From an optimization exercise on the open Yosys and OpenROAD flow, aimed at small area, a short achievable clock period and few clock cycles; shortcuts taken in it are not production practice. Where RTL was checked, it was by simulation tests only, not by an equivalence proof against the original. Power and IR drop assume default switching activity.

==> flow/design.v (excerpt) <==
module nbc_stream_dec (
    input  wire        clk,
    input  wire        rst,
    input  wire        cmd_valid,
    output wire        cmd_ready,
    input  wire [1:0]  cmd_mode,
    input  wire [63:0] cmd_acc,
    input  wire        in_valid,
    output wire        in_ready,
    input  wire [63:0] in_data,
    output reg         out_valid,
    input  wire        out_ready,
    output reg  [63:0] out_data,
    output reg         out_last
);
clock: 8.0 ns
lec_check: 0
cap_margin: 20
core_margin: 2
core_utilization: 30
setup_slack_margin: 5
slew_margin: 20
run.sh (not shown) runs the stock make flow with config.mk's settings and CLKGATE_MAP_FILE= SYNTH_SCRIPT=/design/flow/synth_recipe.tcl, a recipe that flattens the netlist after the stock synthesis.
The first run passed the timing, design-rule and antenna checks.
Rerun with:
Settings changed: SETUP_SLACK_MARGIN 5 to 4.5, TNS_END_PERCENT set to 10.
After rerunning: Sequential share of layout area climbs by 3.0 points. Worst setup slack degrades by 7.9 ps. Total power came out lower by a little under a tenth. Critical path depth decreases by 1. Combinational power shrinks by roughly a tenth. Design area went down by a little under a tenth. Final cell count shrinks by a few percent. Die area is unchanged. First-iteration DRC count goes down by a few percent. Global-route usage is lower by 1.4 points. Routed wire length falls by a little under a tenth.
Rerun with:
Settings changed: SETUP_SLACK_MARGIN 4.5 to 4.0.
Clock skew rose by 7.6 ps.
Setup slack got worse by 300 ps.
Power decreases by 0.63%.
Wire length drops by about 0.34%.
Die area is unchanged.
Rerun with:
Settings changed: SETUP_SLACK_MARGIN 4.0 to 4.5, TNS_END_PERCENT 10 to unset.
Sequential power grows by about 1%.
Critical path depth grows by 3.
Clock-buffer cell count is lower by 10.
Non-clock buffer count rises by 23.
Cell count went up by 0.63%.
Rerun with:
Settings changed: PLACE_DENSITY set to 0.75, TNS_END_PERCENT set to 10.
=> Wire length falls by 2.8%. Cell area came out lower by 1.9%. Sequential power decreases by about 0.9%. Fmax barely changes. Combinational power drops by about 2%.
No functional check of the RTL was part of any run of this note.

---

Setup of red:
nbc_stream_dec, a different RTL version from the one above (not shown whole).
Size in the first run: roughly 2400 cells after synthesis, about 400 flip-flops, ~200 I/O pins, ~0.023 sq mm of cells after synthesis.
==> flow/config.mk <==
export PLATFORM = sky130hd
export DESIGN_NAME = nbc_stream_dec
export DESIGN_NICKNAME = nbc_stream_dec
export VERILOG_FILES = /design/flow/design.v
export SDC_FILE = /design/flow/constraint.sdc
export NUM_CORES = 4
export LEC_CHECK = 0
export CAP_MARGIN = 20
export CORE_MARGIN = 2
export CORE_UTILIZATION = 40
export SETUP_SLACK_MARGIN = 5.0
export SLEW_MARGIN = 20
export TNS_END_PERCENT = 5
==> flow/constraint.sdc <==
create_clock -name core_clock -period 8.0 [get_ports {clk}]
set_input_delay 1.6000 -clock core_clock [delete_from_list [all_inputs] [get_ports {clk}]]
set_output_delay 1.6000 -clock core_clock [all_outputs]
set_load 0.01 [all_outputs]
red went all the way through the flow, and no timing, DRC or antenna check failed.
Testbench counts of red, summed over its fixed seeds: cycles 16,918.
Relative to red, the following input files were edited for blue:
Settings: CORE_UTILIZATION now 60, was 40; TNS_END_PERCENT now 2, was 5.
--- outcome ---
Worst hold slack across red and blue: no real change.
Compared with red, blue shows a lower count of clock-buffer cells in the layout.
[compare] base=red new=blue: fmax now sits higher, global routing met1 resource utilization now sits higher, cell area now sits lower.
#### Input delta (green over blue)
Settings: changing TNS_END_PERCENT from 2 to 0; changing CORE_UTILIZATION from 60 to 45.
Findings:
Where core area is concerned, blue is better than green.
The detailed-routed wire length on met3 of green falls short of that of blue by 25%.
Diff blue -> green: maximum vdd ir drop fell 84 uV; highest attainable clock frequency fell about 0.4%; die area rose 33%; final critical-path share of the clock period rose 0.16 points; fraction of power spent switching nets about even.
green against blue; sequential power is down slightly.
Of green and blue, the run reporting the higher depth of the critical timing path with buffers and inverters included was blue.
As far as count of cell types in the netlist goes, blue and green are indistinguishable; the numbers are identical.
blue reports its standard cell with the maximum stage delay on the critical path as edfxtp_1 while green reports mux4_2.
Changes in orange relative to green:
Settings: swapping 45 for 30 in CORE_UTILIZATION; swapping 5.0 for 4.5 in SETUP_SLACK_MARGIN; swapping 0 for 10 in TNS_END_PERCENT.
Findings:
The final layouts of green and orange pass the timing, design-rule and antenna checks. Between green and orange, fraction of area in multi-input gates is higher for green, orange comes in under that. Run comparison: orange path type of the worst setup path reg2out; green path type of the worst setup path reg2reg. Re area added between synthesis and finish: orange is 1.1 points down on green. Summary of orange over green: routed via count decreased 2.4%; xor and xnor fraction of the mapped netlist area essentially unchanged; worst hold slack essentially unchanged; utilization decreased 19 points. Largest driver fanout on the critical path in orange vs green: down 20. Number of well-tap cells placed | orange above green. A start point of the critical path of out_data[39]$_DFFE_PP_ is what orange shows, while p[4]$_SDFF_PP0_ belongs to green.

afterwards: timing with drivers on the ports:
In the flow no input, the clock included, has a driving cell. The finished layouts below were timed again as built, in two steps. Step 1 (the two cells are an assumption about what drives the block):
set clk [get_ports {clk}]
set_driving_cell -lib_cell sky130_fd_sc_hd__clkbuf_16 $clk
set_driving_cell -lib_cell sky130_fd_sc_hd__buf_2 [delete_from_list [all_inputs] $clk]
Step 2 times the ports against the registers' clock, not the clock port: input delays grow and output delays shrink by t, the midpoint of the rising clock arrivals with the driver on. Three values: ideal, step 1, step 2; two values: the first two.
run | shift t [ns] | slack for setup (ns) | hold WS [ns]
the first run of note 1 | 0.633 | 4.466 / 4.466 / 4.269 | 0.457 / 0.457 / 0.457
the second run of note 1 | 0.639 | 4.458 / 4.458 / 3.945 | 0.421 / 0.421 / 0.421
the third run of note 1 | 0.654 | 4.162 / 4.162 / 3.915 | 0.423 / 0.423 / 0.423
the fourth run of note 1 | 0.654 | 4.475 / 4.475 / 4.202 | 0.436 / 0.436 / 0.436
the fifth run of note 1 | 0.646 | 4.470 / 4.470 / 3.937 | 0.420 / 0.420 / 0.420
red | 0.642 | 4.625 / 4.565 / 4.225 | 0.422 / 0.422 / 0.422
blue | 0.625 | 4.644 / 4.642 / 4.161 | 0.424 / 0.424 / 0.424
green | 0.650 | 4.631 / 4.631 / 4.214 | 0.422 / 0.422 / 0.422
orange | 0.638 | 4.514 / 4.457 / 4.123 | 0.420 / 0.420 / 0.420
After both steps setup and hold are still met in every run listed. For the fifth run of note 1, which loses most, drivers alone change the setup slack by 0.000 ns; drivers and shift together by -0.533 ns.
